From an optimization exercise on the open Yosys and OpenROAD flow, aimed at small area, a short achievable clock period and few clock cycles; shortcuts taken in it are not production practice. At most, simulation tests tie the RTL to the original design; equivalence was not proved. Only the layout flow was run in runs 6 and 7; the RTL was not checked for function there. Power figures rest on the tool's default switching activity, not on a simulated workload.

## design/flow/flow/run.sh

```bash
#!/bin/bash
# Standard ORFS layout, with the port buffers made from plain buffers and
# repair_timing asked for more setup margin.
set -euo pipefail
export BUFFER_PORTS_ARGS="-buffer_cell sky130_fd_sc_hd__buf_2"
export SETUP_SLACK_MARGIN=5
bash standard.sh > standard.log 2>&1
```

## design/flow/config.mk

```make
export PLATFORM = sky130hd
export DESIGN_NAME = ufs_core
export DESIGN_NICKNAME = ufs_core
export VERILOG_FILES = /design/flow/design.v
export SDC_FILE = /design/flow/constraint.sdc
export NUM_CORES = 4
export LEC_CHECK = 0
export CAP_MARGIN = 20
export CORE_MARGIN = 2
export CORE_UTILIZATION = 40
export CTS_CLUSTER_DIAMETER = 120
export CTS_CLUSTER_SIZE = 28
export SLEW_MARGIN = 20
```

## design/flow/constraint.sdc

```tcl
create_clock -name core_clock -period 8.0 [get_ports {clk}]
set_input_delay 1.6000 -clock core_clock [delete_from_list [all_inputs] [get_ports {clk}]]
set_output_delay 1.6000 -clock core_clock [all_outputs]
set_load 0.01 [all_outputs]
```

## design/flow/standard.sh

```bash
#!/bin/bash
# synth_recipe.tcl (not shown) runs the flow's synth.tcl, then flattens the netlist and writes it again
# the make line also repeats each setting of config.mk as NAME=value (left out here)
make -C /OpenROAD-flow-scripts/flow DESIGN_CONFIG=/design/flow/config.mk WORK_HOME=/design/flow/orfs CLKGATE_MAP_FILE= SYNTH_SCRIPT=/design/flow/synth_recipe.tcl "${@:-finish}"
```

## design/flow/design.v

```verilog
module ufs_core (
    input  wire        clk,
    input  wire        rst,
    input  wire        rx_valid,
    input  wire [7:0]  rx_data,
    output wire        rx_ready,
    output reg         tx_valid,
    output wire [7:0]  tx_data,
    input  wire        tx_ready,
    output reg         mem_clr,
    output reg         buf_we,
    output wire [13:0] buf_addr,
    output wire [7:0]  buf_wdata,
    output reg         name_we,
    output wire [5:0]  name_addr,
    output wire [7:0]  name_wdata,
    output reg         st_valid,
    input  wire        st_ready,
    output wire [5:0]  st_name_len,
    output wire [13:0] st_length
);
    reg        rdy;
    reg        v1;
    reg  [7:0] d1;
    wire       fire = rx_valid & rdy;
    assign rx_ready = rdy;
    reg s_seek, s_cmd, s_n, s_name, s_tail, s_dsh, s_dsl, s_dlen, s_ddata, s_cs, s_skip;
    reg        is_s, is_e;       
    reg  [7:0] csum;
    reg  [7:0] rem;              
    reg  [1:0] sc;               
    reg        nbig;             
    reg        sbig;             
    reg        eq28;             
    reg        seqh0, seqlo, seq41;
    reg        fok;              
    reg        dv, good;         
    reg        active;
    reg  [5:0] name_len;
    reg [13:0] declared_size;
    assign st_name_len = name_len;
    assign st_length   = declared_size;
    reg [13:0] ad;
    assign buf_addr   = ad;
    assign name_addr  = ad[5:0];
    assign buf_wdata  = d1;
    assign name_wdata = d1;
    reg [503:0] ring;
    reg  [5:0] ph;
    reg        drn1, drn2;
    wire [7:0] r63 = ring[503:496];
    wire       ph_end = (ph == 6'd62);
    wire [5:0] ph_inc = ph_end ? 6'd0 : ph + 6'd1;
    reg        txd7;
    reg  [4:0] txd;
    assign tx_data = {txd7, 2'b00, txd};
    reg  [1:0] tx_n;             
    reg  [1:0] tx_c;             
    reg        pv;
    reg  [1:0] pc;
    wire [7:0] b    = d1;
    wire       hdr  = (b == 8'h81);
    wire       b0   = (b == 8'd0);
    wire       rem1 = (rem == 8'd1);
    wire       sc3  = (sc == 2'd3);
    wire p_seek  = v1 & s_seek;
    wire p_cmd   = v1 & s_cmd;
    wire p_n     = v1 & s_n;
    wire p_name  = v1 & s_name;
    wire p_tail  = v1 & s_tail;
    wire p_dsh   = v1 & s_dsh;
    wire p_dsl   = v1 & s_dsl;
    wire p_dlen  = v1 & s_dlen;
    wire p_ddata = v1 & s_ddata;
    wire p_cs    = v1 & s_cs;
    wire p_skip  = v1 & s_skip;
    wire c90 = (b == 8'h90);
    wire c91 = (b == 8'h91);
    wire c92 = (b == 8'h92);
    wire n_skip = (b >= 8'd249);
    wire d_skip = (b >= 8'd251);
    wire ns_seek  = (s_seek & ~(v1 & hdr)) | p_cs | (p_skip & rem1);
    wire ns_cmd   = (p_seek & hdr) | (s_cmd & ~v1);
    wire ns_n     = (p_cmd & c90) | (s_n & ~v1);
    wire ns_name  = (p_n & ~n_skip & ~b0) | (s_name & ~(v1 & rem1));
    wire ns_tail  = (p_cmd & c92) | (p_n & b0) | (p_name & rem1) | (s_tail & ~(v1 & sc3));
    wire ns_dsh   = (p_cmd & c91) | (s_dsh & ~v1);
    wire ns_dsl   = p_dsh | (s_dsl & ~v1);
    wire ns_dlen  = p_dsl | (s_dlen & ~v1);
    wire ns_ddata = (p_dlen & ~d_skip & ~b0) | (s_ddata & ~(v1 & rem1));
    wire ns_cs    = (p_tail & sc3) | (p_dlen & b0) | (p_ddata & rem1) | (s_cs & ~v1);
    wire ns_skip  = (p_cmd & ~c90 & ~c91 & ~c92) | (p_n & n_skip) | (p_dlen & d_skip) |
                    (s_skip & ~(v1 & rem1));
    wire n_ok     = (b[7:6] == 2'b00) & ~b0;               
    wire size_ok  = ~sbig & ~(eq28 & ~b0);
    wire commit   = p_tail & sc3 & is_s & ~nbig & size_ok;
    wire fok_dlen = active & (seqlo | (seq41 & b0));
    wire nbig_nx  = p_n ? (b[7:6] != 2'b00) : nbig;
    wire fok_nx   = p_dlen ? fok_dlen : fok;
    wire ins     = p_name & active & ~nbig;
    wire take_name = fire & ns_name;
    wire take_data = fire & ns_ddata;
    wire [1:0] ncode   = {is_s & good, ~good};   
    wire       st_set  = dv & is_e & good;
    wire       st_nxt  = st_set | (st_valid & ~st_ready);
    wire       drn_set = dv & is_s & fok & good & active;
    wire       drn_nxt = drn_set | drn1 | (drn2 & ~ph_end);
    wire xfer     = tx_valid & tx_ready;
    wire cur_free = ~tx_valid | (xfer & (tx_n == 2'd0));
    wire enter_align = p_n & active & n_ok;
    wire in_align    = ns_name & active & ~nbig_nx;
    wire align_hit   = (ph_inc == ad[5:0]) | ((ad[5:0] == 6'd63) & (ph == 6'd61));
    wire align_ok    = enter_align ? (ph == 6'd61) : (fire | align_hit);
    wire stall       = pv | st_nxt | drn_nxt;
    wire rdy_nxt     = ~stall & ~(ns_n & active & fire) &
                       (~(enter_align | in_align) | align_ok);
    always @(posedge clk) begin
        d1   <= drn2 ? r63 : rx_data;
        ring <= {ring[495:0], ins ? b : r63};
    end
    always @(posedge clk) begin
        if (rst) begin
            rdy     <= 1'b1;
            v1      <= 1'b0;
            s_seek  <= 1'b1;
            s_cmd   <= 1'b0;  s_n    <= 1'b0;  s_name  <= 1'b0;  s_tail <= 1'b0;
            s_dsh   <= 1'b0;  s_dsl  <= 1'b0;  s_dlen  <= 1'b0;  s_ddata <= 1'b0;
            s_cs    <= 1'b0;  s_skip <= 1'b0;
            dv      <= 1'b0;
            active  <= 1'b0;
            mem_clr <= 1'b0;
            buf_we  <= 1'b0;
            name_we <= 1'b0;
            st_valid <= 1'b0;
            tx_valid <= 1'b0;
            pv      <= 1'b0;
            ph      <= 6'd0;
            drn1    <= 1'b0;
            drn2    <= 1'b0;
        end else begin
            rdy     <= rdy_nxt;
            v1      <= fire;
            ph      <= ph_inc;
            s_seek  <= ns_seek;  s_cmd <= ns_cmd;  s_n <= ns_n;  s_name <= ns_name;
            s_tail  <= ns_tail;  s_dsh <= ns_dsh;  s_dsl <= ns_dsl;  s_dlen <= ns_dlen;
            s_ddata <= ns_ddata; s_cs <= ns_cs;    s_skip <= ns_skip;
            dv      <= p_cs;
            mem_clr <= (p_n & ~active & (b[7:6] == 2'b00)) | (dv & is_s & fok & active);
            buf_we  <= take_data & fok_nx;
            name_we <= (take_name & ~active & ~nbig_nx) | (drn2 & (ph < name_len));
            if (dv) begin
                if (is_s) begin
                    if (fok) active <= good;
                end else if (is_e) begin
                    active <= 1'b0;
                end
            end
            if (st_set) st_valid <= 1'b1;
            else if (st_ready) st_valid <= 1'b0;
            if (drn_set) drn1 <= 1'b1;
            if (drn1 & ph_end) begin drn1 <= 1'b0; drn2 <= 1'b1; end
            if (drn2 & ph_end) drn2 <= 1'b0;
            if (cur_free) begin
                tx_valid <= pv | dv;
                pv <= pv & dv;
            end else if (dv) begin
                pv <= 1'b1;
            end
        end
    end
    wire [7:0] ad_base = (p_n | p_dlen) ? 8'hff : ad[7:0];
    always @(posedge clk) begin
        if (v1) begin
            if (s_seek) csum <= 8'h81;
            else        csum <= csum + b;
        end
        if (p_cmd) begin
            is_s <= c90;
            is_e <= c92;
            fok  <= active;                  
            sc   <= 2'd2;
            rem  <= 8'd255;                  
        end
        if (p_n) begin
            nbig <= (b[7:6] != 2'b00);
            sbig <= 1'b0;
            sc   <= 2'd0;
            rem  <= n_skip ? 8'd254 : b;
        end
        if (p_name)  rem <= rem - 8'd1;
        if (p_tail) begin
            sc <= sc + 2'd1;
            if (sc == 2'd0 || sc == 2'd1) sbig <= sbig | ~b0;
            if (sc == 2'd2) begin
                sbig <= sbig | (b > 8'h28);
                eq28 <= (b == 8'h28);
            end
            if (sc3 && is_s) fok <= commit;
        end
        if (commit) begin
            name_len      <= ad[5:0] + 6'd1;
            declared_size <= {ad[13:8], b};
        end
        if (p_dsh) seqh0 <= b0;
        if (p_dsl) begin
            seqlo <= seqh0 & ~b0 & (b <= 8'd40);
            seq41 <= seqh0 & (b == 8'd41);
        end
        if (p_dlen) begin
            fok  <= fok_dlen;
            rem  <= d_skip ? 8'd252 : b;
        end
        if (p_ddata) rem <= rem - 8'd1;
        if (p_skip)  rem <= rem - 8'd1;
        if (p_cs)    good <= (csum == b) & fok;
        if (take_name | take_data) ad[7:0] <= ad_base + 8'd1;
        else                       ad[7:0] <= ad_base;
        if (p_tail & (sc == 2'd2)) ad[13:8] <= b[5:0];
        if (p_dsl)                 ad[13:8] <= b[5:0] - 6'd1;
        if (drn2)                  ad[5:0]  <= ph;
        if (xfer & (tx_n != 2'd0)) begin
            tx_n <= tx_n - 2'd1;
            {txd7, txd} <= (tx_n == 2'd2) ? {1'b1, 5'h13 + {3'd0, tx_c}} : {1'b0, 5'h14 + {3'd0, tx_c}};
        end else if (cur_free & (pv | dv)) begin
            tx_n <= 2'd2;
            {txd7, txd} <= 6'h21;
            tx_c <= pv ? pc : ncode;
        end
        if (dv & ~(cur_free & ~pv)) pc <= ncode;
    end
endmodule
```

==> run notes, run 1 <==
- P&R area growth vs syn: 9.856%
- Worst-Margin Slew: 0.9548 ns
- Slew HR: 36.05%
- PnR worst setup slack: 5.048 ns
- Area of the die: 41570 µm²
- Yosys warns: 1
- Fin util: between 40% and 50%
- H-Tree Depth: 1
- Ys async rst share: 0%
- Final Hold Vio Count: 0
- CTS tree: built
- Reg2reg setup slack: 5.53 ns
- FF-to-FF End: ad[4]
- Critical Path Max Stage Delay: 0.59 ns
- PwrDens: 269.5 nW/µm²
- Max-cap violations: 0
- Critical Path AT: 1.35 ns
- Drt drc: 0
- Proportion of synthesized area in mux cells: 1.237%
- First-pass GRT wire length: 39270 µm
- Crit. Startpoint: d1[7]
- Total CTS buffers: 25
- RSZ-0062 raised after global routing: false
- DR vias/cell: 4.369
- Via Count: between 7k and 8k
- Seq/Total Area, Yosys: 80.80%
- GR Util All Layers: a little under an eighth
- Detailed placement HPWL: 15200 µm
- Initial antenna violation count: 0
- CP cell instances: buf_2
- CP endpoint kind: primary output
- Post-Place Worst Slack: 4.894 ns
- Clock latency (worst-skew pair): about 0.58 ns
- Setup CP Type: reg -> out
- Syn_area_per_cell: 14.64 µm²
- Setup bufs post-CTS: 0
- Reg2reg path depth: 8
- Post-synth EDFFs: a little over 60
- Synthesized cell area: 15980 µm²
- Drt pass-1 iters: 4
- Gp weighted congestion: slightly above 0.8
- Adder-Cell Fraction of Synth Area: between 2 and 3%
- Die Span Y: between 200 and 250 µm
- Stages on worst setup path: 1
- Inst Count DP: 1661
- I/O Buffers: 79
- DR iter-0 viols: a little under 400
- Worst-path fanout max: 12
- Root buffer selected by CTS: clkbuf_16
- Setup crit end: name_wdata[7]
- Clk slew on worst S/H paths: 0.11 ns
- XOR/XNOR share of the synthesized area: roughly 1.4%
- Core area: 39550 µm²
- Peak VDD IR: approximately 150 µV
- Multi-input logic area: roughly 2700 µm²
- CP bufs+invs: 1
- Clk sinks: 614
- Worst path required time: between 6 and 7 ns
- WHS: 0.3046 ns
- TNS Setup: 0 ns
- Synth Instances: 1092
- Antenna diodes: 0
- Tot Pwr: 4.731 mW
- Ports: 83
- Cell Rows: 73
- Die W: a little over 200 µm
- Hold Path Class: reg -> reg
- Final period utilization: 36.90%
- Fin crit period: 2.952 ns
- Clock skew: 0.03463 ns
- Final setup vio count: 0
- Largest net degree at the start of global routing: 35
- Layout Cells excl Fill: 1698
- Remaining global-route overflow: 0
- Starting Density: 40.41%
- Layout cells sized above 1: 12.87%
- CP Launch Type: register
- Vias in the first global route: 7268
- Compound-Gate Fraction of Synth Area: under 10%
- Simple-Gate Fraction of Synth Area: 6.545%
- Routed length per instance: 14.23 µm
- Critical path's slowest cell: dfxtp_2
- Final Cell Area: 17560 µm²
- Register Area: 12930 µm²
- CTS Buffer Depth: 3
- Max-slew violations: 0
- Largest family of logic cells by synthesized area: simple AND/OR/NAND/NOR gates
- Final nets: ~1.2k
- Post-place instance area: 16850 µm²
- Netlist cell types: 69
- Final ANT Viol Nets: 0
- Top_reg_cell synth: dfxtp_1
- Lkg Pwr: ~7 nW
- Fmax achieved: 0.3388 GHz
- Status: complete, no violations
- Flops & latches, synth: 614
- R2r startpoint: d1[0]
- Worst path top cell family by delay: flip-flops
- Total Routed Length: 24160 µm
- # fillers: 3526
-- cell families after synthesis --
| family | count (synthesis) |
|---|---|
| DFF | 614 |
| xor gates and xnor gates | 25 |
| AOI/OAI and AO/OA | 120 |
| adders and majority gates | 32 |
| other | 1 |
| muxes | 18 |
| and+or+nand+nor | 203 |
| buffers and inverters | 79 |
-- worst register-to-register path, stage by stage (launching register included) --
cell and delay, ns:
dfxtp_2 0.48, inv_1 0.16, ha_1 0.24, nor3b_2 0.16
or3b_4 0.44, a32oi_4 0.30, a21oi_2 0.17, a221oi_2 0.30
o31ai_2 0.09
-- final cells by class --
| class | count | share of cell area (%) |
|---|---|---|
| timing repair buffer | 83 | 2.423 |
| clock buffer | 36 | 3.855 |
| inverter | 38 | 0.8124 |
| clock inverter | 1 | 0.04989 |
| tap | 525 | 3.741 |
| sequential | 614 | 73.65 |
| multi-input combinational | 401 | 15.47 |
-- what timing repair did --
action	in CTS	in global routing
endpoints found under the setup margin	20	2
cloned	0	0
pin swaps	0	0
gates resized for setup	11	1
hold buffers	0	0
-- power by group --
group / internal (mW) / switching [mW]
Sequential: 3.12 / 0.0388
Clock: 0.594 / 0.853
Combinational: 0.0571 / 0.0699
-- cell usage in the layout, fill, tap and decap left out, drive strengths merged, types with 7 or more instances in the layout --
cell type / instances
xnor2: 15
clkbuf: 36
a21o: 7
and2: 8
nand3: 19
ha: 31
nor2: 57
dfxtp: 552
a21oi: 36
buf: 83
nand2: 43
xor2: 10
nor3: 16
o21ai: 30
edfxtp: 62
mux2: 14
and3: 12
nor2b: 9
inv: 39
-- sequential cells by signal, indices dropped and copies added, names as in the netlist, 2 cells and up, named ones only --
signal / cells
pc: 2
tx_c: 2
rem: 8
csum: 8
ad: 14
tx_n: 2
ring: 504
txd: 4
declared_size: 14
sc: 2
d1: 8
ph: 6
name_len: 6
-- per-layer routing --
metal  part of all wire (%)  GRT usage [%]  vias to the layer above  wire length [µm]
met4                    3.1          4.119                        0               760
li1                       -              -                     3747                 -
met5                      0              0                        -                 0
met2                     41          17.40                      129              9994
met1                     50          17.42                     3497             12190
met3                    5.1          2.073                       45              1223
-- cells in the mapped netlist (6+ instances only) --
library cell	n	area, µm²
nor2_1	57	214.0
buf_4	19	142.6
nand3_1	19	95.09
mux2_2	14	157.7
a31oi_1	6	37.54
inv_1	38	142.6
and3_1	12	75.07
nor3_1	15	75.07
a21oi_1	35	175.2
and2_1	8	50.05
o21ai_0	25	125.1
nor4_1	6	37.54
clkbuf_1	16	60.06
edfxtp_1	62	1862
nor2b_1	9	56.30
ha_1	31	387.9
xor2_1	10	87.58
nand2_1	42	157.7
xnor2_1	15	131.4
dfxtp_1	552	11050
-- how the worst min path moves through the flow --
| stage | startpoint | to | slack (ns) | cells past startpoint |
|---|---|---|---|---|
| 4_1_cts | ring[391] | ring[399] | 0.31 | 0 |
| 3_5_place_dp | ring[147] | ring[155] | 0.31 | 0 |
| 6_report | ring[262] | ring[270] | 0.30 | 0 |
| 5_1_grt | ring[490] | ring[498] | 0.33 | 0 |
| 3_3_place_gp | ring[297] | ring[305] | 0.31 | 0 |
| 2_1_floorplan | ring[92] | ring[100] | 0.31 | 0 |
Testbench counts, summed over its fixed seeds: cycles 69,361.
==> run 2, diff against run 1 <==
--- a/design/flow/flow/run.sh
+++ b/design/flow/flow/run.sh
@@ -5,3 +5,3 @@
 export BUFFER_PORTS_ARGS="-buffer_cell sky130_fd_sc_hd__buf_2"
-export SETUP_SLACK_MARGIN=5
+export SETUP_SLACK_MARGIN=5.3
 bash standard.sh > standard.log 2>&1
==> run 2 against run 1 <==
  * Still clean
  * Non-clock buffer count up 23
  * Utilization up 0.92 points
  * Global-route usage up 0.34 points
  * Synthesized area unchanged
  * Clock-buffer cell count down 1
  * Sequential power about the same
  * Critical endpoint is now st_length[7]
  * Largest power group unchanged
==> run notes, run 2 <==
- Area of the die: 41570 µm² (unchanged)
- Syn_area_per_cell: 14.64 µm² (unchanged)
- CTS Buffer Depth: 3 (unchanged)
- Worst-path fanout max: 1 (-11)
- Final period utilization: 35.49% (-1.4 points)
- CTS tree: built
- Proportion of synthesized area in mux cells: 1.237% (unchanged)
- Clk slew on worst S/H paths: 0.12 ns (about the same)
- Remaining global-route overflow: 0 (unchanged)
- Worst path required time: 6.40 ns (about the same)
- I/O Buffers: 79 (unchanged)
- Peak VDD IR: 142.0 µV (-2.1%)
- CP endpoint kind: primary output
- Die W: 203.9 µm (unchanged)
- # fillers: 3469 (-1.6%)
- Area contributors post-synth: dfxtp_1 (69%), edfxtp_1 (12%), ha_1 (2.4%)
- Final setup vio count: 0 (unchanged)
- H-Tree Depth: 1 (unchanged)
- Vias in the first global route: 7486 (+3.0%)
- Lkg Pwr: 7.042 nW (+2.5%)
- Status: complete, no violations
- Gp weighted congestion: 0.8474 (+2.2%)
- Synth top area share: 69.15% (unchanged)
- Core area: 39550 µm² (unchanged)
- TNS Setup: 0 ns (unchanged)
- Top_reg_cell synth: dfxtp_1
- Top reg by flops: ring
- CP Launch Type: register
- Fmax achieved: 0.3523 GHz (+4.0%)
- Most common cell after layout, fill and taps aside: dfxtp_1
- Max-cap violations: 0 (unchanged)
- Detailed placement HPWL: 15290 µm (+0.59%)
- Clock skew: 0.03295 ns (-0.001684 ns)
- RSZ-0062 raised after global routing: true
- Final ANT Viol Nets: 0 (unchanged)
- DR iter-0 viols: 430 (+10%)
- First-pass GRT wire length: 40210 µm (+2.4%)
- Drt drc: 0 (unchanged)
- Critical Path AT: 1.24 ns (-0.11 ns)
- XOR/XNOR share of the synthesized area: 1.370% (unchanged)
- Adder-Cell Fraction of Synth Area: 2.552% (unchanged)
- Cell Rows: 73 (unchanged)
- Slew HR: 36.48% (+0.43 points)
- Seq/Total Area, Yosys: 80.80% (unchanged)
- Clk sinks: 614 (unchanged)
- Top flop regs: ring x504, ad x14, declared_size x14
- Most frequent cells in the layout: dfxtp_1 (533), edfxtp_1 (62), nor2_1 (57), buf_2 (55), nand2_1 (42)
- Clock latency (worst-skew pair): 0.58 ns (about the same)
- CP bufs+invs: 1 (unchanged)
- Most frequent cell after synthesis: dfxtp_1
- Largest family of logic cells by synthesized area: simple AND/OR/NAND/NOR gates
- Tot Pwr: 4.774 mW (+0.90%)
- Setup CP Type: reg -> out
- DR vias/cell: 4.411 (+0.96%)
- PwrDens: 266.4 nW/µm² (-1.2%)
- Total CTS buffers: 25 (unchanged)
- Multi-input logic area: 2716 µm² (unchanged)
- Starting Density: 40.41% (unchanged)
- Critical Path Max Stage Delay: 0.48 ns (-0.11 ns)
- Post-synth top cells: dfxtp_1 (552), edfxtp_1 (62), nor2_1 (57), nand2_1 (42), inv_1 (38)
- Worst path top cell family by delay: flip-flops
- Max reg flops: 504 (unchanged)
- Final nets: 1231 (+1.9%)
- Post-synth EDFFs: 62 (unchanged)
- Routed length per instance: 14.47 µm (+1.7%)
- Max-slew violations: 0 (unchanged)
- Fin crit period: 2.839 ns (-0.1130 ns)
- Synth area leader: dfxtp_1
- Ys async rst share: 0% (unchanged)
- Via Count: 7591 (+2.3%)
- Flops & latches, synth: 614 (unchanged)
- Initial antenna violation count: 1 (+1)
- Final Hold Vio Count: 0 (unchanged)
- Drt pass-1 iters: 5 (+1)
- Compound-Gate Fraction of Synth Area: 5.144% (unchanged)
- Simple-Gate Fraction of Synth Area: 6.545% (unchanged)
- GR Util All Layers: 12.13% (+0.34 points)
- Hold Path Class: reg -> reg
- Netlist cell types: 69 (unchanged)
- Ports: 83 (unchanged)
- CP cell instances: buf_2
- Layout cells sized above 1: 15.31% (+2.4 points)
- Register Area: 12970 µm² (+0.34%)
- Synthesized cell area: 15980 µm² (unchanged)
- P&R area growth vs syn: 12.14%
- Largest net degree at the start of global routing: 35 (unchanged)
- Die Span Y: 203.9 µm (unchanged)
- Yosys warns: 1 (unchanged)
- Root buffer selected by CTS: clkbuf_16
- Synth Instances: 1092 (unchanged)
- Worst-Margin Slew: 0.9484 ns (-0.006382 ns)
- Critical path's slowest cell: edfxtp_1
- Total Routed Length: 24910 µm (+3.1%)
[run 2: cell types whose count changed in the layout (fill, tap and decap cells not counted), moves of 4 or more]
cell     previous run  this run
buf_6               0        24
buf_4               4        27
dfxtp_2             8         4
dfxtp_1           542       533
buf_2              79        55
dfxtp_4             2        15
[run 2: cells by family after synthesis]
family / after synthesis
flip-flops: 614
AND/OR/NAND/NOR: 203
AO/OA/AOI/OAI: 120
buffers and inverters: 79
adder cells (fa/ha/maj): 32
XOR/XNOR: 25
multiplexers: 18
other: 1
[run 2: power by group]
group / switching, mW / internal [mW] / leakage (nW)
Clock: 0.848 / 0.592 / 0.330
Sequential: 0.0245 / 3.12 / 5.01
Combinational: 0.0945 / 0.0948 / 1.70
Total: 0.967 / 3.81 / 7.04
[run 2: final timing paths]
path,slack (ns),cells after the start,start,endpoint
max reg2reg,5.47,9,d1[1],ad[3]
min,0.31,0,ring[100],ring[108]
min reg2reg,0.31,0,ring[100],ring[108]
max,5.16,1,declared_size[7],st_length[7]
[run 2: final cells by class]
type / instances / share of cell area [%]
timing repair buffer: 106 / 4.175
multi-input combinational: 401 / 15.16
tap: 525 / 3.665
clock buffer: 35 / 3.756
antenna: 1 / 0.01396
inverter: 38 / 0.7959
sequential: 614 / 72.39
clock inverter: 1 / 0.04887
[run 2: through the flow]
step	instances	utilization, %	instance area, µm²	hold slack, ns	setup slack [ns]
finish	1721	45.32	17920	0.3131	5.161
global route	1720	45.31	17920	0.3177	5.097
CTS	1719	45.14	17850	0.3139	5.126
detailed placement	1661	42.61	16850	0.3121	5.045
global placement	1661	42.61	16850	0.3111	5.147
floorplan	1094	-	16000	0.3096	5.384
[run 2: worst register-to-register path, delay by kind of cell, from the launching register on]
kind | cells | cell delay, ns
flops | 1 | 0.39
compound gates | 3 | 0.64
simple gates | 3 | 0.88
fa+ha+maj | 1 | 0.28
buf+inv | 2 | 0.28
[run 2: metal layers]
| layer | track usage, % | wire length (µm) | vias to the layer above |
|---|---|---|---|
| met1 | 17.50 | 12550 | 3619 |
| met3 | 2.280 | 1140 | 47 |
| met5 | 0 | 0 | - |
| li1 | - | - | 3790 |
| met4 | 4.562 | 808 | 0 |
| met2 | 18.12 | 10420 | 135 |
[run 2: repair_timing]
item / in CTS / in global routing
hold buffers: 0 / 0
pin swaps: 0 / 1
resized for setup: 49 / 12
endpoints found under the setup margin: 57 / 69
setup buffers: 22 / 1
==> run 3, diff against run 2 <==
--- a/design/flow/config.mk
+++ b/design/flow/config.mk
@@ -9,4 +9,4 @@
 export CORE_MARGIN = 2
-export CORE_UTILIZATION = 40
-export CTS_CLUSTER_DIAMETER = 120
+export CORE_UTILIZATION = 65
+export CTS_CLUSTER_DIAMETER = 100
 export CTS_CLUSTER_SIZE = 28
==> run 3 against run 2 <==
  * Clock-buffer cell count rose by 4
  * Power rose by 0.17%
  * Clock skew fell by 0.015 ns
  * Setup slack improved by 0.077 ns
  * Largest cell class unchanged
  * First-iteration DRC count rose by 47%
  * Wire length fell by 2.6%
  * Design area fell by 1.3%
  * Combinational power fell by 4%
==> run notes, run 3 <==
- Status: complete, no violations
- Most frequent cell after synthesis: dfxtp_1
- Top_reg_cell synth: dfxtp_1
- Initial antenna violation count: 0 (-1)
- # fillers: 1598 (-54%)
- Max reg flops: 504 (unchanged)
- Setup CP Type: reg -> out
- Gp weighted congestion: 0.8123 (-4.1%)
- Top flop regs: ring x504, ad x14, declared_size x14
- Max-slew violations: 0 (unchanged)
- CP endpoint kind: primary output
- Most common cell after layout, fill and taps aside: dfxtp_1
- Worst-path fanout max: 2 (+1)
- Critical path's slowest cell: edfxtp_1
- Fin util: 72.93% (+28 points)
- Critical Path Max Stage Delay: 0.44 ns (-0.04 ns)
- DR vias/cell: 4.946 (+12%)
- Final Hold Vio Count: 0 (unchanged)
- Synth top area share: 69.15% (unchanged)
- Detailed placement HPWL: 14820 µm (-3.1%)
- Flops & latches, synth: 614 (unchanged)
- Clk sinks: 614 (unchanged)
- Via Count: 7552 (-0.51%)
- DR iter-0 viols: 632 (+47%)
- Hold-fix buffers at CTS: 0 (unchanged)
- Drt drc: 0 (unchanged)
- Drt pass-1 iters: 5 (unchanged)
- CP Launch Type: register
- TNS Setup: 0 ns (unchanged)
- Yosys warns: 1 (unchanged)
- Most frequent cells in the layout: dfxtp_1 (533), edfxtp_1 (62), buf_2 (61), nor2_1 (57), nand2_1 (42)
- PwrDens: 270.4 nW/µm² (+1.5%)
- Antenna diodes: 0 (-1)
- Fin crit period: 2.762 ns (-0.07715 ns)
- CP bufs+invs: 1 (unchanged)
- Synth area leader: dfxtp_1
- Clk slew on worst S/H paths: 0.11 ns (about the same)
- Slew HR: 38.86% (+2.4 points)
- Worst-Margin Slew: 0.9128 ns (-0.03566 ns)
- Die W: 160.8 µm (-21%)
- P&R area growth vs syn: 10.66%
- Tot Pwr: 4.782 mW (+0.17%)
- Synthesized cell area: 15980 µm² (unchanged)
- Peak VDD IR: 266.5 µV (+88%)
- Synth Instances: 1092 (unchanged)
- Post-synth top cells: dfxtp_1 (552), edfxtp_1 (62), nor2_1 (57), nand2_1 (42), inv_1 (38)
- Core area: 24250 µm² (-39%)
- WHS: 0.3219 ns (+0.008786 ns)
- Seq/Total Area, Yosys: 80.80% (unchanged)
- Final ANT Viol Nets: 0 (unchanged)
- Ports: 83 (unchanged)
- Root buffer selected by CTS: clkbuf_16
- Cell Rows: 57 (-22%)
- Starting Density: 65.91% (+25 points)
- GR Util All Layers: 18.86% (+6.7 points)
- Fmax achieved: 0.3621 GHz (+2.8%)
- Area contributors post-synth: dfxtp_1 (69%), edfxtp_1 (12%), ha_1 (2.4%)
- Ys async rst share: 0% (unchanged)
- Area of the die: 25860 µm² (-38%)
- Largest net degree at the start of global routing: 35 (unchanged)
- First-pass GRT wire length: 38850 µm (-3.4%)
- Final nets: 1235 (+0.32%)
- Layout cells sized above 1: 15.54% (+0.23 points)
- Final period utilization: 34.52% (-0.96 points)
- RSZ-0062 raised after global routing: true
- Die Span Y: 160.8 µm (-21%)
- Clock skew: 0.01793 ns (-0.01501 ns)
- Vias in the first global route: 7324 (-2.2%)
- Max-cap violations: 0 (unchanged)
- Lkg Pwr: 7.054 nW (+0.18%)
- Netlist cell types: 69 (unchanged)
- CTS tree: built
- Clock latency (worst-skew pair): 0.57 ns (about the same)
- Syn_area_per_cell: 14.64 µm² (unchanged)
- Total CTS buffers: 25 (unchanged)
- H-Tree Depth: 1 (unchanged)
- Critical Path AT: 1.16 ns (-0.08 ns)
- Final setup vio count: 0 (unchanged)
- CP cell instances: buf_2
- Remaining global-route overflow: 0 (unchanged)
- Worst path top cell family by delay: flip-flops
- I/O Buffers: 79 (unchanged)
- Routed length per instance: 15.89 µm (+9.8%)
- Top reg by flops: ring
- Post-synth EDFFs: 62 (unchanged)
- Worst path required time: 6.40 ns (about the same)
- Hold Path Class: reg -> reg
- CTS Buffer Depth: 3 (unchanged)
- Total Routed Length: 24260 µm (-2.6%)
run 3: changes by cell type in the layout (fill, tap and decap cells not counted):
cell,change
inv_16,+1
diode_2,-1
buf_2,+6
clkbuf_1,+4
dfxtp_4,-1
dfxtp_2,+1
inv_6,-1
buf_4,+4
buf_6,-6
run 3: final timing paths:
kind / cells past startpoint / slack, ns / from / end
max reg2reg: 6 / 5.48 / d1[1] / declared_size[10]
min reg2reg: 0 / 0.32 / ring[466] / ring[474]
max: 1 / 5.24 / name_len[3] / st_name_len[3]
min: 0 / 0.32 / ring[466] / ring[474]
run 3: logic make-up (layout without fill, tap and decap cells):
kind of cell / count (synthesis) / in the layout / share of synthesized area [%]
flip-flops: 614 / 614 / 80.80
AND/OR/NAND/NOR: 203 / 203 / 6.545
other: 1 / 3 / 0.02346
adder cells (fa/ha/maj): 32 / 32 / 2.552
XOR/XNOR: 25 / 25 / 1.370
multiplexers: 18 / 18 / 1.237
buffers and inverters: 79 / 188 / 2.333
AO/OA/AOI/OAI: 120 / 120 / 5.144
run 3: layout make-up:
type	count	area [µm²]	area share [%]
clock buffers	39	688.2	3.891
clock inverters	1	20.02	0.1132
inverters	38	142.6	0.8066
multi-input cells	401	2716	15.36
flip-flops and latches	614	12970	73.35
well taps	324	405.4	2.292
repair buffers	110	740.7	4.188
run 3: power by group:
group	internal, mW	switching [mW]	total [mW]	leakage (nW)
clock	0.604	0.852	1.46	0.340
sequential	3.12	0.0233	3.14	5.01
combinational	0.0893	0.0931	0.182	1.70
run 3: per-stage QoR:
step / setup WS [ns] / cell area [µm²] / instances
final: 5.238 / 17680 / 1527
after global placement: 5.163 / 16590 / 1459
after CTS: 5.208 / 17620 / 1523
after floorplan: 5.384 / 16000 / 1094
after global routing: 5.178 / 17680 / 1527
after detailed placement: 5.111 / 16590 / 1459
run 3: per-layer routing:
metal	part of all wire, %	vias to the layer above	track usage, %
met2	42	160	27.90
li1	-	3811	-
met4	2.5	0	5.438
met3	4.7	40	3.048
met1	51	3541	29.10
met5	0	-	0
run 3: what timing repair did:
action / CTS / global route
setup endpoints to repair: 54 / 48
hold endpoints to repair: 0 / 0
resized for setup: 48 / 7
buffers inserted: 24 / 4
==> run 4, diff against run 3 <==
--- a/design/flow/flow/run.sh
+++ b/design/flow/flow/run.sh
@@ -5,3 +5,3 @@
 export BUFFER_PORTS_ARGS="-buffer_cell sky130_fd_sc_hd__buf_2"
-export SETUP_SLACK_MARGIN=5.3
+export SETUP_SLACK_MARGIN=5.5
 bash standard.sh > standard.log 2>&1
==> run 4 against run 3 <==
  * Non-clock buffer count rose by 4
  * Critical path depth did not move
  * Critical path type unchanged
  * Global-route usage rose by 0.66 points
  * Setup slack got worse by 0.012 ns
  * Die area did not move
  * Final cell count barely moved
  * Critical endpoint is now st_length[6]
  * Wire length rose by 2.4%
  * Synthesized area did not move
  * Clock power barely moved
  * Power fell by 0.22%
  * Worst hold slack barely moved
  * First-iteration DRC count rose by 0.16%
  * Still clean on timing, DRC and antenna
==> run notes, run 4 <==
- Status: complete, no violations
- Sw Ratio: 20.12% (-0.13 points)
- Antenna diodes: 0 (unchanged)
- Most common cell after layout, fill and taps aside: dfxtp_1
- Most frequent cell after synthesis: dfxtp_1
- Worst path top cell family by delay: flip-flops
- Remaining global-route overflow: 0 (unchanged)
- DR vias/cell: 5.014 (+1.4%)
- Final period utilization: 34.67% (+0.15 points)
- CP cell instances: buf_2
- Total CTS buffers: 25 (unchanged)
- Clk sinks: 614 (unchanged)
- Synth area leader: dfxtp_1
- Clock skew: 0.01448 ns (-0.003452 ns)
- H-Tree Depth: 1 (unchanged)
- Via Count: 7662 (+1.5%)
- CTS tree: built
- Netlist cell types: 69 (unchanged)
- Starting Density: 65.91% (unchanged)
- CP endpoint kind: primary output
- P&R area growth vs syn: 11.59%
- Root buffer selected by CTS: clkbuf_16
- Fin util: 73.55% (+0.62 points)
- Worst-Margin Slew: 1.143 ns (+0.2301 ns)
- Int Power: 3.812 mW (about the same)
- CTS Buffer Depth: 3 (unchanged)
- Ys async rst share: 0% (unchanged)
- Final Hold Vio Count: 0 (unchanged)
- Critical Path Max Stage Delay: 0.45 ns (about the same)
- Final setup vio count: 0 (unchanged)
- Top flop regs: ring x504, ad x14, declared_size x14
- Fmax achieved: 0.3605 GHz (-0.43%)
- PwrDens: 267.6 nW/µm² (-1.1%)
- Post-synth top cells: dfxtp_1 (552), edfxtp_1 (62), nor2_1 (57), nand2_1 (42), inv_1 (38)
- Worst path required time: 6.40 ns (about the same)
- Layout Cells excl Fill: 1528 (+0.065%)
- Lkg Pwr: 7.106 nW (+0.73%)
- Vias in the first global route: 7521 (+2.7%)
- Slew HR: 23.71% (-15 points)
- Clk slew on worst S/H paths: 0.11 ns (about the same)
- Routed length per instance: 16.26 µm (+2.3%)
- CP bufs+invs: 1 (unchanged)
- Detailed placement HPWL: 15250 µm (+2.9%)
- Post-synth EDFFs: 62 (unchanged)
- Fin crit period: 2.774 ns (+0.01193 ns)
- Total Routed Length: 24840 µm (+2.4%)
- DR iter-0 viols: 633 (+0.16%)
- Final nets: 1239 (+0.32%)
- Max reg flops: 504 (unchanged)
- Flops & latches, synth: 614 (unchanged)
- CP Launch Type: register
- Clock latency (worst-skew pair): 0.56 ns (about the same)
- Hold Path Class: reg -> reg
- Max-slew violations: 0 (unchanged)
- Synth Instances: 1092 (unchanged)
- Most frequent cells in the layout: dfxtp_1 (531), edfxtp_1 (62), nor2_1 (57), buf_2 (44), nand2_1 (41)
- Synthesized cell area: 15980 µm² (unchanged)
- Final ANT Viol Nets: 0 (unchanged)
- Largest net degree at the start of global routing: 35 (unchanged)
- Worst-path fanout max: 1 (-1)
- Top reg by flops: ring
- RSZ-0062 raised after global routing: true
- Top_reg_cell synth: dfxtp_1
- Max-cap violations: 0 (unchanged)
- Initial antenna violation count: 0 (unchanged)
- Cell Rows: 57 (unchanged)
- GR Util All Layers: 19.52% (+0.66 points)
- Die Span Y: 160.8 µm (unchanged)
- Layout cells sized above 1: 16.53% (+0.98 points)
- Tot Pwr: 4.772 mW (-0.22%)
- Sw power: 0.9602 mW (-0.87%)
- Area of the die: 25860 µm² (unchanged)
- Yosys warns: 1 (unchanged)
- I/O Buffers: 79 (unchanged)
- TNS Setup: 0 ns (unchanged)
- Flop pwr share: 65.9% (+0.2 points)
- Clock power frac: 30.1% (-0.3 points)
- Critical path's slowest cell: edfxtp_1
- Logic pwr share: 4.0% (+0.2 points)
- Die W: 160.8 µm (unchanged)
- Critical Path AT: 1.17 ns (about the same)
- Drt pass-1 iters: 5 (unchanged)
- Gp weighted congestion: 0.8805 (+8.4%)
- Peak VDD IR: 288.7 µV (+8.3%)
- Setup CP Type: reg -> out
- Synth top area share: 69.15% (unchanged)
- Drt drc: 0 (unchanged)
- Seq/Total Area, Yosys: 80.80% (unchanged)
- Ports: 83 (unchanged)
- Area contributors post-synth: dfxtp_1 (69%), edfxtp_1 (12%), ha_1 (2.4%)
- Syn_area_per_cell: 14.64 µm² (unchanged)
- Inst Count DP: 1458 (-0.069%)
- Core area: 24250 µm² (unchanged)
- First-pass GRT wire length: 40250 µm (+3.6%)
run 4: area by class of cell:
class	instances	area, µm²
Multi-Input combinational cell	401	2744
Timing Repair Buffer	114	880.8
Sequential cell	614	12980
Inverter	38	142.6
Clock buffer	36	676.9
Clock inverter	1	8.758
Fill cell	1602	6414
Tap cell	324	405.4
run 4: logic make-up after synthesis:
kind of cell             after synthesis  synth area share [%]
XOR/XNOR                              25                 1.370
buffers and inverters                 79                 2.333
flip-flops                           614                 80.80
adder cells (fa/ha/maj)               32                 2.552
multiplexers                          18                 1.237
AO/OA/AOI/OAI                        120                 5.144
AND/OR/NAND/NOR                      203                 6.545
other                                  1               0.02346
run 4: stage by stage:
step                worst slack, ns  hold WS [ns]  area, µm²
global placement              5.321        0.3110      16600
finish                        5.226        0.3218      17830
floorplan                     5.504        0.3096      16010
CTS                           5.188        0.3249      17780
global route                  5.183        0.3317      17830
detailed placement            5.286        0.3121      16600
run 4: path summary, 6_finish.rpt:
path	slack, ns	from	cells past startpoint	end
max reg2reg	5.60	d1[0]	9	ad[4]
min	0.32	ring[29]	0	ring[37]
min reg2reg	0.32	ring[29]	0	ring[37]
max	5.23	declared_size[6]	1	st_length[6]
run 4: power groups by stage:
stage	Combinational [mW]	Sequential, mW	Clock [mW]
6_report	0.190	3.15	1.44
5_1_grt	0.209	3.15	1.59
4_1_cts	0.186	3.15	1.47
3_5_place_dp	0.124	3.23	0
3_3_place_gp	0.122	3.23	0
2_1_floorplan	0.102	3.21	0
run 4: per-layer routing:
layer	global-route usage, %	routed length (µm)	part of all wire, %	vias to the layer above
met5	0	0	0	-
met1	29.88	12360	50	3613
li1	-	-	-	3822
met4	4.261	459	1.8	0
met2	29.60	10710	43	185
met3	3.409	1310	5.3	42
run 4: repair_timing:
action | in CTS | in global routing
gates resized for setup | 78 | 9
pin swaps | 1 | 1
hold buffers | 0 | 0
buffers inserted | 29 | 4
setup endpoints to repair | 86 | 73
endpoints found under the hold margin | 0 | 0
==> run 5, diff against run 4 <==
--- a/design/flow/flow/run.sh
+++ b/design/flow/flow/run.sh
@@ -5,3 +5,3 @@
 export BUFFER_PORTS_ARGS="-buffer_cell sky130_fd_sc_hd__buf_2"
-export SETUP_SLACK_MARGIN=5.5
+export SETUP_SLACK_MARGIN=5.3
 bash standard.sh > standard.log 2>&1
--- a/design/flow/config.mk
+++ b/design/flow/config.mk
@@ -9,3 +9,3 @@
 export CORE_MARGIN = 2
-export CORE_UTILIZATION = 65
+export CORE_UTILIZATION = 75
 export CTS_CLUSTER_DIAMETER = 100
==> run 5 against run 4 <==
  * Setup slack got worse by 0.10 ns
  * Synthesized cell count stayed put
  * Combinational power is 4% higher
  * Critical path depth is 7 higher
  * Global-route usage grew 12 points
  * Maximum frequency down 3.5%
  * Clock-buffer cell count did not move
  * Clock skew barely moved
  * Wire length rose by 41%
  * Critical endpoint is now csum[6]
  * Largest power group unchanged
==> run notes, run 5 <==
- Status: complete, no violations
- H-Tree Depth: 1 (unchanged)
- Drt drc: 0 (unchanged)
- Initial antenna violation count: 3 (+3)
- Final Cell Area: 17660 µm² (-0.99%)
- Syn_area_per_cell: 14.64 µm² (unchanged)
- Die Span Y: 150.0 µm (-6.7%)
- Area contributors post-synth: dfxtp_1 (69%), edfxtp_1 (12%), ha_1 (2.4%)
- Critical path's slowest cell: ha_1
- CP cell instances: buf_4, ha_1, nor2b_1, o21ai_1, a21boi_1, o21ai_0, nor3b_1, nor3_1
- Peak VDD IR: 252.6 µV (-12%)
- Routed length per instance: 23.70 µm (+46%)
- Fmax achieved: 0.3480 GHz (-3.5%)
- I/O Buffers: 79 (unchanged)
- Starting Density: 76.27% (+10 points)
- RSZ-0062 raised after global routing: true
- Die W: 150.0 µm (-6.7%)
- Setup CP Type: reg -> reg
- CP Launch Type: register
- Root buffer selected by CTS: clkbuf_16
- Vias in the first global route: 8650 (+15%)
- Top_reg_cell synth: dfxtp_1
- Clock latency (worst-skew pair): 0.57 ns (about the same)
- Synthesized cell area: 15980 µm² (unchanged)
- P&R area growth vs syn: 10.49%
- Synth Instances: 1092 (unchanged)
- Max-cap violations: 0 (unchanged)
- Most frequent cell after synthesis: dfxtp_1
- CTS Buffer Depth: 3 (unchanged)
- Ys async rst share: 0% (unchanged)
- Remaining global-route overflow: 0 (unchanged)
- Post-place instance area: 16530 µm² (-0.44%)
- # fillers: 924 (-42%)
- Fin crit period: 2.873 ns (+0.09963 ns)
- TNS Setup: 0 ns (unchanged)
- Synth area leader: dfxtp_1
- Final period utilization: 35.92% (+1.2 points)
- Critical Path AT: 3.18 ns (+2.01 ns)
- Drt pass-1 iters: 5 (unchanged)
- Hold Path Class: reg -> reg
- Most frequent cells in the layout: dfxtp_1 (533), edfxtp_1 (62), nor2_1 (57), buf_2 (56), nand2_1 (42)
- Core area: 20960 µm² (-14%)
- Max-slew violations: 0 (unchanged)
- Netlist cell types: 69 (unchanged)
- Clk slew on worst S/H paths: 0.11 ns (about the same)
- Most Used Layer, Global Route: met2
- CP endpoint kind: register
- Post-synth EDFFs: 62 (unchanged)
- Max reg flops: 504 (unchanged)
- Critical Path Max Stage Delay: 0.42 ns (-0.03 ns)
- PwrDens: 274.2 nW/µm² (+2.5%)
- First-pass GRT wire length: 52430 µm (+30%)
- Top flop regs: ring x504, ad x14, declared_size x14
- Ports: 83 (unchanged)
- Slew HR: 33.69% (+10 points)
- Final setup vio count: 0 (unchanged)
- Synth top area share: 69.15% (unchanged)
- Final Hold Vio Count: 0 (unchanged)
- Flops & latches, synth: 614 (unchanged)
- Worst path required time: 8.30 ns (+1.90 ns)
- Total Routed Length: 35000 µm (+41%)
- Clk sinks: 614 (unchanged)
- Met1 Resource Use GR: 40.99% (+11 points)
- Clock skew: 0.01483 ns (+0.0003551 ns)
- Cell Rows: 53 (-7.0%)
- Gp weighted congestion: 0.8588 (-2.5%)
- Top reg by flops: ring
- DR vias/cell: 5.807 (+16%)
- GR Util All Layers: 31.43% (+12 points)
- Worst-Margin Slew: 0.9900 ns (-0.1529 ns)
- Yosys warns: 1 (unchanged)
- DR iter-0 viols: 922 (+46%)
- Detailed placement HPWL: 17970 µm (+18%)
- Post-synth top cells: dfxtp_1 (552), edfxtp_1 (62), nor2_1 (57), nand2_1 (42), inv_1 (38)
- Via Count: 8577 (+12%)
- Area of the die: 22490 µm² (-13%)
- Seq/Total Area, Yosys: 80.80% (unchanged)
- Lkg Pwr: 7.062 nW (-0.62%)
- M3 GR Usage: 5.976% (+2.6 points)
- Layout cells sized above 1: 15.82% (-0.71 points)
- Largest net degree at the start of global routing: 35 (unchanged)
- CTS tree: built
- Total CTS buffers: 25 (unchanged)
- M2 GR Usage: 52.26% (+23 points)
- Worst-path fanout max: 9 (+8)
- Most common cell after layout, fill and taps aside: dfxtp_1
- Final ANT Viol Nets: 0 (unchanged)
- Final nets: 1236 (-0.24%)
## run 5: what timing repair did
action,CTS,global route
pin swaps,0,1
endpoints found under the setup margin,72,77
endpoints found under the hold margin,0,0
setup buffers,24,6
hold buffers,0,0
resized for setup,47,24
## run 5: final timing paths
path / start / end / slack (ns) / depth (start not counted)
worst max register to register: d1[2] / csum[6] / 5.13 / 8
worst min register to register: ring[263] / ring[271] / 0.33 / 0
worst max-delay path: d1[2] / csum[6] / 5.13 / 8
worst min-delay path: ring[263] / ring[271] / 0.33 / 0
## run 5: power breakdown
| group | internal (mW) | switching, mW |
|---|---|---|
| Clock | 0.596 | 0.900 |
| Combinational | 0.0907 | 0.108 |
| Sequential | 3.12 | 0.0268 |
| Total | 3.81 | 1.03 |
## run 5: routing by layer
metal  routed length, µm  vias to the layer above
met2               16860                      545
met3                2941                      157
met1               13360                     4069
li1                    -                     3804
met5                  13                        -
met4                1827                        2
## run 5: through the flow
stage	setup slack [ns]	power, mW	hold WS (ns)	utilization (%)	instances
5_1_grt	5.172	4.953	0.3353	84.27	1477
6_report	5.127	4.842	0.3267	84.27	1477
2_1_floorplan	5.384	3.314	0.3096	-	1094
3_5_place_dp	5.047	3.355	0.3121	78.86	1409
3_3_place_gp	5.166	3.349	0.3106	78.86	1409
4_1_cts	5.205	4.797	0.3235	83.56	1470
## run 5: final cells by class
class,count,area [µm²],area share (%)
sequential,614,12970,73.47
multi-input combinational,401,2730,15.46
timing repair buffer,111,779.5,4.414
clock buffer,36,676.9,3.833
tap,275,344.1,1.949
inverter,38,142.6,0.8078
clock inverter,1,8.758,0.04960
antenna,1,2.502,0.01417
## run 5: logic make-up (layout without fill, tap and decap cells)
| kind of cell | Yosys count | count (layout) | synth area share [%] |
|---|---|---|---|
| flip-flops | 614 | 614 | 80.80 |
| AND/OR/NAND/NOR | 203 | 203 | 6.545 |
| AO/OA/AOI/OAI | 120 | 120 | 5.144 |
| buffers and inverters | 79 | 186 | 2.333 |
| adder cells (fa/ha/maj) | 32 | 32 | 2.552 |
| XOR/XNOR | 25 | 25 | 1.370 |
| multiplexers | 18 | 18 | 1.237 |
| other | 1 | 4 | 0.02346 |
## run 5: critical path: cells and delay by family, from the launching register on
family | cells | cell delay (ns)
flip-flops | 1 | 0.39
AND/OR/NAND/NOR | 3 | 0.74
adder cells (fa/ha/maj) | 1 | 0.42
buffers and inverters | 1 | 0.19
AO/OA/AOI/OAI | 3 | 0.86
==> run 6, diff against run 5 <==
--- a/design/flow/design.v
+++ b/design/flow/design.v
@@ -170,2 +170,13 @@
     end
+    wire [5:0]  nl_new  = ad[5:0] + 6'd1;
+    wire [13:0] ds_new  = {ad[13:8], b};
+    wire        tx_adv  = xfer & (tx_n != 2'd0);
+    wire        tx_load = ~tx_adv & cur_free & (pv | dv);
+    wire        tx_hold = ~tx_adv & ~tx_load;
+    wire [5:0]  tx_nb   = (tx_n == 2'd2) ? {1'b1, 5'h13 + {3'd0, tx_c}} : {1'b0, 5'h14 + {3'd0, tx_c}};
+    always @(posedge clk) begin
+        name_len      <= ({6{commit}}  & nl_new) | ({6{~commit}}  & name_len);
+        declared_size <= ({14{commit}} & ds_new) | ({14{~commit}} & declared_size);
+        {txd7, txd}   <= ({6{tx_adv}} & tx_nb) | ({6{tx_load}} & 6'h21) | ({6{tx_hold}} & {txd7, txd});
+    end
     wire [7:0] ad_base = (p_n | p_dlen) ? 8'hff : ad[7:0];
@@ -198,6 +209,2 @@
             if (sc3 && is_s) fok <= commit;
-        end
-        if (commit) begin
-            name_len      <= ad[5:0] + 6'd1;
-            declared_size <= {ad[13:8], b};
         end
@@ -222,6 +229,4 @@
             tx_n <= tx_n - 2'd1;
-            {txd7, txd} <= (tx_n == 2'd2) ? {1'b1, 5'h13 + {3'd0, tx_c}} : {1'b0, 5'h14 + {3'd0, tx_c}};
         end else if (cur_free & (pv | dv)) begin
             tx_n <= 2'd2;
-            {txd7, txd} <= 6'h21;
             tx_c <= pv ? pc : ncode;
--- a/design/flow/flow/run.sh
+++ b/design/flow/flow/run.sh
@@ -5,3 +5,3 @@
 export BUFFER_PORTS_ARGS="-buffer_cell sky130_fd_sc_hd__buf_2"
-export SETUP_SLACK_MARGIN=5.3
+export SETUP_SLACK_MARGIN=5.6
 bash standard.sh > standard.log 2>&1
--- a/design/flow/config.mk
+++ b/design/flow/config.mk
@@ -9,4 +9,4 @@
 export CORE_MARGIN = 2
-export CORE_UTILIZATION = 75
-export CTS_CLUSTER_DIAMETER = 100
+export CORE_UTILIZATION = 40
+export CTS_CLUSTER_DIAMETER = 120
 export CTS_CLUSTER_SIZE = 28
==> run 6 against run 5 <==
  * Still clean on timing, DRC and antenna
  * Die area increased by 85%
  * Sequential share of layout area shrank 3.1 points
  * Via count down 8.3%
  * Largest cell class unchanged
  * Largest power group unchanged
==> run notes, run 6 <==
- PwrDens: 262.3 nW/µm² (-4.4%)
- Syn_area_per_cell: 14.49 µm² (-0.96%)
- Clk sinks: 615 (+0.16%)
- Detailed placement HPWL: 16030 µm (-11%)
- Remaining global-route overflow: 0 (unchanged)
- GR Util All Layers: 12.72% (-19 points)
- Top flop regs: ring x504, ad x14
- Worst path required time: 6.40 ns (-1.90 ns)
- Synth top area share: 70.00% (+0.86 points)
- Worst-path fanout max: 1 (-8)
- Hold-fix buffers at CTS: 0 (unchanged)
- Worst-Margin Slew: 0.8368 ns (-0.1532 ns)
- Drt drc: 0 (unchanged)
- Die Span Y: 203.7 µm (+36%)
- DR vias/cell: 4.497 (-23%)
- Top reg by flops: ring
- Final setup vio count: 0 (unchanged)
- Lkg Pwr: 7.247 nW (+2.6%)
- First-pass GRT wire length: 41970 µm (-20%)
- Root buffer selected by CTS: clkbuf_16
- Critical Path Max Stage Delay: 0.49 ns (+0.07 ns)
- Max-cap violations: 0 (unchanged)
- Drt pass-1 iters: 5 (unchanged)
- Highest routed layer: met5
- Seq/Total Area, Yosys: 80.73% (about the same)
- Top_reg_cell synth: dfxtp_1
- Max reg flops: 504 (unchanged)
- Post-synth EDFFs: 57 (-8.1%)
- Total CTS buffers: 25 (unchanged)
- Netlist cell types: 69 (unchanged)
- Initial antenna violation count: 2 (-1)
- Most common cell after layout, fill and taps aside: dfxtp_1
- P&R area growth vs syn: 15.26%
- Logic pwr share: 5.0% (+0.9 points)
- Peak VDD IR: 152.8 µV (-40%)
- Fmax achieved: 0.3506 GHz (+0.74%)
- CTS Buffer Depth: 3 (unchanged)
- Synth Instances: 1101 (+0.82%)
- Area contributors post-synth: dfxtp_1 (70%), edfxtp_1 (11%), ha_1 (2.4%)
- CP bufs+invs: 1 (unchanged)
- Post-synth top cells: dfxtp_1 (558), edfxtp_1 (57), nor2_1 (53), nand2_1 (49), a21oi_1 (42)
- Sw power: 0.9889 mW (-4.4%)
- Met3 WL: 1785 µm (-39%)
- Final nets: 1260 (+1.9%)
- Synthesized cell area: 15960 µm² (-0.15%)
- Met2 wire length: 10640 µm (-37%)
- Largest net degree at the start of global routing: 34 (-2.9%)
- Vias in the first global route: 7607 (-12%)
- Sw Ratio: 20.50% (-0.87 points)
- Starting Density: 40.35% (-36 points)
- Status: complete, no violations
- TNS Setup: 0 ns (unchanged)
- Final period utilization: 35.65% (-0.26 points)
- Area of the die: 41510 µm² (+85%)
- Ys async rst share: 0% (unchanged)
- Ports: 83 (unchanged)
- Int Power: 3.835 mW (+0.72%)
- Final Hold Vio Count: 0 (unchanged)
- Final ANT Viol Nets: 0 (unchanged)
- M1 WL: 12900 µm (-3.4%)
- RSZ-0062 raised after global routing: true
- Most frequent cell after synthesis: dfxtp_1
- Setup CP Type: reg -> out
- DR iter-0 viols: 512 (-44%)
- Flop pwr share: 65.4% (+0.4 points)
- Total Routed Length: 26200 µm (-25%)
- Slew HR: 43.92% (+10 points)
- CTS tree: built
- WHS: 0.3087 ns (-0.01798 ns)
- Yosys warns: 1 (unchanged)
- Post-Place Worst Slack: 5.183 ns (+0.1361 ns)
- Inst Count DP: 1671 (+19%)
- PnR worst setup slack: 5.148 ns (+0.02113 ns)
- Critical path's slowest cell: edfxtp_1
- Layout Cells excl Fill: 1749 (+18%)
- H-Tree Depth: 1 (unchanged)
- Clock latency (worst-skew pair): 0.57 ns (about the same)
- CP cell instances: buf_2
- Flops & latches, synth: 615 (+0.16%)
- Worst path top cell family by delay: flip-flops
- Max-slew violations: 0 (unchanged)
- Critical Path AT: 1.25 ns (-1.93 ns)
- CP endpoint kind: primary output
- Fin crit period: 2.852 ns (-0.02113 ns)
- Via Count: 7866 (-8.3%)
- I/O Buffers: 80 (+1.3%)
- Die W: 203.7 µm (+36%)
- Cell Rows: 73 (+38%)
- CP Launch Type: register
- Routed length per instance: 14.98 µm (-37%)
- Clock skew: 0.03197 ns (+0.01713 ns)
- Gp weighted congestion: 0.8330 (-3.0%)
- Synth area leader: dfxtp_1
- Clock power frac: 29.6% (-1.3 points)
- Clk slew on worst S/H paths: 0.12 ns (about the same)
- Most frequent cells in the layout: dfxtp_1 (531), edfxtp_1 (57), nor2_1 (53), buf_6 (52), nand2_1 (48)
- Hold Path Class: reg -> reg
- Core area: 39550 µm² (+89%)
- Layout cells sized above 1: 19.79% (+4.0 points)
[run 6: cell count changes after synthesis, moves of 6 or more]
cell	delta
inv_1	-7
clkbuf_1	+8
a21oi_1	+7
nand2_1	+7
dfxtp_1	+6
[run 6: per-stage QoR]
stage / area (µm²) / utilization, % / total power, mW
2_1_floorplan: 16050 / - / 3.340
3_3_place_gp: 16910 / 42.75 / 3.382
3_5_place_dp: 16910 / 42.75 / 3.385
4_1_cts: 18120 / 45.81 / 4.866
5_1_grt: 18390 / 46.50 / 5.020
6_report: 18390 / 46.51 / 4.824
[run 6: per-layer routing]
layer | track usage [%] | vias to the layer above
li1 | - | 3882
met1 | 18.96 | 3718
met2 | 18.49 | 208
met3 | 2.764 | 56
met4 | 3.728 | 2
met5 | 0 | -
[run 6: path summary, 6_finish.rpt]
| kind | from | endpoint | slack [ns] | cells after the start |
|---|---|---|---|---|
| worst max-delay path | register | st_length[1] | 5.15 | 1 |
| worst min-delay path | ring[217] | ring[225] | 0.31 | 0 |
| worst max register to register | d1[1] | register | 5.56 | 7 |
| worst min register to register | ring[217] | ring[225] | 0.31 | 0 |
[run 6: area by class of cell]
| cell class | count | area, µm² |
|---|---|---|
| Tap cell | 525 | 656.9 |
| Clock inverter | 1 | 8.758 |
| Inverter | 32 | 137.6 |
| Fill cell | 3438 | 21160 |
| Clock buffer | 34 | 659.4 |
| Sequential cell | 615 | 12940 |
| Multi-Input combinational cell | 412 | 2915 |
| Timing Repair Buffer | 129 | 1071 |
| Antenna cell | 1 | 2.502 |
[run 6: power groups by stage]
stage	logic (mW)	registers, mW	clock network, mW
5_1_grt	0.263	3.16	1.60
2_1_floorplan	0.115	3.22	0
3_5_place_dp	0.152	3.23	0
4_1_cts	0.226	3.16	1.48
6_report	0.240	3.15	1.43
3_3_place_gp	0.151	3.23	0
[run 6: kinds of logic (layout without fill, tap and decap cells)]
family                     after synthesis  after routing  share of synthesized area (%)
xor gates and xnor gates                25             25                          1.372
and+or+nand+nor                        208            208                          6.571
AOI/OAI and AO/OA                      127            127                          5.245
buffers and inverters                   75            196                          2.250
DFF                                    615            615                          80.73
adders and majority gates               32             32                          2.556
muxes                                   18             18                          1.254
other                                    1              3                        0.02350
[run 6: timing repair]
| item | in CTS | in global routing |
|---|---|---|
| gates resized for setup | 88 | 43 |
| pin swaps | 1 | 14 |
| setup endpoints to repair | 89 | 96 |
| endpoints found under the hold margin | 0 | 0 |
| setup buffers | 28 | 13 |
| gates cloned | 0 | 1 |
==> run 7, diff against run 6 <==
--- a/design/flow/flow/run.sh
+++ b/design/flow/flow/run.sh
@@ -5,3 +5,3 @@
 export BUFFER_PORTS_ARGS="-buffer_cell sky130_fd_sc_hd__buf_2"
-export SETUP_SLACK_MARGIN=5.6
+export SETUP_SLACK_MARGIN=5.3
 bash standard.sh > standard.log 2>&1
==> run 7 against run 6 <==
  * Clock skew down 0.0083 ns
  * Register-to-register slack worse by 0.16 ns
  * Sequential power about the same
  * Flip-flop and latch count unchanged
  * Global-route usage down 0.77 points
  * Critical endpoint is now st_length[2]
  * Largest power group unchanged
==> run notes, run 7 <==
- Gp weighted congestion: 0.8373 (+0.52%)
- CP bufs+invs: 1 (unchanged)
- Post-place instance area: 16830 µm² (-0.44%)
- Cell Rows: 73 (unchanged)
- I/O Buffers: 80 (unchanged)
- Critical path's slowest cell: edfxtp_1
- Synthesized cell area: 15960 µm² (unchanged)
- Top reg by flops: ring
- Area of the die: 41510 µm² (unchanged)
- Syn_area_per_cell: 14.49 µm² (unchanged)
- Die Span Y: 203.7 µm (unchanged)
- CTS Buffer Depth: 3 (unchanged)
- Synth Instances: 1101 (unchanged)
- Synth top area share: 70.00% (unchanged)
- Core area: 39550 µm² (unchanged)
- Antenna diodes: 0 (-1)
- First-pass GRT wire length: 39690 µm (-5.4%)
- Reg2reg setup slack: 5.40 ns (-0.16 ns)
- Starting Density: 40.35% (unchanged)
- Netlist cell types: 69 (unchanged)
- Peak VDD IR: 179.0 µV (+17%)
- CP Launch Type: register
- Drt pass-1 iters: 5 (unchanged)
- Final Cell Area: 17950 µm² (-2.4%)
- Final ANT Viol Nets: 0 (unchanged)
- Clock latency (worst-skew pair): 0.58 ns (about the same)
- Top_reg_cell synth: dfxtp_1
- Max-slew violations: 0 (unchanged)
- Final setup vio count: 0 (unchanged)
- Seq/Total Area, Yosys: 80.73% (unchanged)
- DR vias/cell: 4.449 (-1.1%)
- Hold Path Class: reg -> reg
- Most common cell after layout, fill and taps aside: dfxtp_1
- P&R area growth vs syn: 12.46%
- Worst path top cell family by delay: flip-flops
- Die W: 203.7 µm (unchanged)
- Post-synth top cells: dfxtp_1 (558), edfxtp_1 (57), nor2_1 (53), nand2_1 (49), a21oi_1 (42)
- Routed length per instance: 14.34 µm (-4.3%)
- Fmax achieved: 0.3453 GHz (-1.5%)
- TNS Setup: 0 ns (unchanged)
- Final nets: 1234 (-2.1%)
- H-Tree Depth: 1 (unchanged)
- Fin crit period: 2.896 ns (+0.04427 ns)
- Total Routed Length: 24720 µm (-5.7%)
- CP cell instances: buf_2
- Tot Pwr: 4.807 mW (-0.36%)
- Critical Path Max Stage Delay: 0.52 ns (+0.03 ns)
- Area contributors post-synth: dfxtp_1 (70%), edfxtp_1 (11%), ha_1 (2.4%)
- DR iter-0 viols: 490 (-4.3%)
- Clk sinks: 615 (unchanged)
- Max reg flops: 504 (unchanged)
- Yosys warns: 1 (unchanged)
- Top flop regs: ring x504, ad x14
- Final Hold Vio Count: 0 (unchanged)
- Worst Hold Endpoint: ring[428]
- Synth area leader: dfxtp_1
- Remaining global-route overflow: 0 (unchanged)
- Final period utilization: 36.20% (+0.55 points)
- Worst-path fanout max: 1 (unchanged)
- Hold-fix buffers at CTS: 0 (unchanged)
- Hold Startpoint: ring[420]
- PwrDens: 267.8 nW/µm² (+2.1%)
- CP endpoint kind: primary output
- Worst path required time: 6.40 ns (about the same)
- Worst-Margin Slew: 0.8643 ns (+0.02755 ns)
- Root buffer selected by CTS: clkbuf_16
- Clock skew: 0.02366 ns (-0.008311 ns)
- Most frequent cells in the layout: dfxtp_1 (538), edfxtp_1 (57), nor2_1 (53), buf_2 (52), nand2_1 (49)
- Initial antenna violation count: 0 (-2)
- Setup CP Type: reg -> out
- R2r startpoint: d1[0]
- Lkg Pwr: 7.075 nW (-2.4%)
- Critical Path AT: 1.30 ns (+0.05 ns)
- Status: complete, no violations
- Ys async rst share: 0% (unchanged)
- CTS tree: built
- Flops & latches, synth: 615 (unchanged)
- Via Count: 7670 (-2.5%)
- GR Util All Layers: 11.96% (-0.77 points)
- Post-synth EDFFs: 57 (unchanged)
- Vias in the first global route: 7343 (-3.5%)
- Clk slew on worst S/H paths: 0.12 ns (about the same)
- Worst hold stages: 0 (unchanged)
- Detailed placement HPWL: 15310 µm (-4.5%)
- Drt drc: 0 (unchanged)
- Largest net degree at the start of global routing: 34 (unchanged)
- Most frequent cell after synthesis: dfxtp_1
- Layout cells sized above 1: 15.18% (-4.6 points)
- WHS: 0.3111 ns (+0.002363 ns)
- Slew HR: 41.77% (-2.2 points)
- Ports: 83 (unchanged)
- Total CTS buffers: 25 (unchanged)
- Max-cap violations: 0 (unchanged)
- RSZ-0062 raised after global routing: true
- # fillers: 3532 (+2.7%)
- Reg2reg path depth: 8 (+1)
run 7: cell counts after synthesis:
No cell type changed its count.
run 7: kinds of logic after synthesis:
family | count (synthesis) | share of synthesized area, %
xor gates and xnor gates | 25 | 1.372
DFF | 615 | 80.73
buffers and inverters | 75 | 2.250
and+or+nand+nor | 208 | 6.571
other | 1 | 0.02350
muxes | 18 | 1.254
adders and majority gates | 32 | 2.556
AOI/OAI and AO/OA | 127 | 5.245
run 7: per-layer routing:
metal	global-route usage, %	wire length, µm	up-vias
li1	-	-	3830
met1	18.12	12690	3628
met2	17.06	10120	171
met3	2.269	1189	41
met4	3.962	715	0
met5	0	0	-
run 7: power breakdown:
group | switching (mW) | internal [mW] | total [mW]
Combinational | 0.108 | 0.104 | 0.212
Clock | 0.853 | 0.589 | 1.44
Sequential | 0.0235 | 3.13 | 3.15
Total | 0.985 | 3.82 | 4.81
run 7: area by class of cell:
cell class,count,area [µm²],share of cell area (%)
Sequential cell,615,12940,72.12
Timing Repair Buffer,103,778.2,4.337
Tap cell,525,656.9,3.660
Inverter,32,127.6,0.7111
Multi-Input combinational cell,412,2754,15.35
Clock buffer,36,666.9,3.716
Clock inverter,1,20.02,0.1116
run 7: worst max path at each step:
stage	start	endpoint	slack, ns	depth (start not counted)
after global routing	register	st_length[2]	5.07	1
after CTS	register	st_length[2]	5.08	1
after detailed placement	tx_ready	tx_n[0]	5.04	4
final	register	st_length[2]	5.10	1
after floorplan	rx_valid	rdy	5.24	6
after global placement	tx_ready	tx_n[0]	5.16	4
run 7: timing repair:
action	4_1_cts	5_1_grt
endpoints found under the hold margin	0	0
setup buffers	18	1
gates resized for setup	54	15
gates cloned	0	1
setup endpoints to repair	52	82
pin swaps	0	1
run 7: per-stage QoR:
step                setup WS (ns)  std cells  util (%)
global placement            5.163       1667     42.56
finish                      5.104       1724     45.38
global route                5.068       1724     45.38
CTS                         5.080       1722     45.09
floorplan                   5.244       1102         -
detailed placement          5.039       1667     42.56

==> afterwards: timing with drivers on the ports <==
No port has a modelled driver above. Below, the same layouts with a new extraction and two added sets of constraints. Step 1 assumes that a clkbuf_16 drives the clock port and a buf_2 every other input. Step 2 times the ports against the registers' clock, not the clock port: input delays grow and output delays shrink by t, the midpoint of the rising clock arrivals with the driver on. a / b / c = no drivers / after step 1 / after step 2; a / b = the first two.
run | shift t [ns] | setup WS [ns] | worst setup path at the end | clock arrival spread, ns | worst register clock-pin slew, ns
run 1 | 0.613 | 5.048 / 4.995 / 4.954 | input to register | 0.040 / 0.039 | 0.12 / 0.12
run 2 | 0.611 | 5.161 / 5.108 / 5.066 | input to register | 0.034 / 0.034 | 0.12 / 0.12
run 3 | 0.605 | 5.238 / 5.192 / 5.108 | input to register | 0.024 / 0.024 | 0.11 / 0.11
run 4 | 0.599 | 5.226 / 5.177 / 5.240 | input to register | 0.016 / 0.016 | 0.11 / 0.11
run 5 | 0.606 | 5.127 / 5.127 / 5.077 | input to register | 0.017 / 0.016 | 0.11 / 0.11
run 6 | 0.608 | 5.148 / 5.098 / 5.150 | input to register | 0.032 / 0.032 | 0.12 / 0.12
run 7 | 0.619 | 5.104 / 5.051 / 5.045 | input to register | 0.028 / 0.028 | 0.12 / 0.12
After both steps setup and hold are still met in every run listed. The setup slack of run 3, which loses most, moves by -0.046 ns with the drivers and by -0.130 ns with both steps.
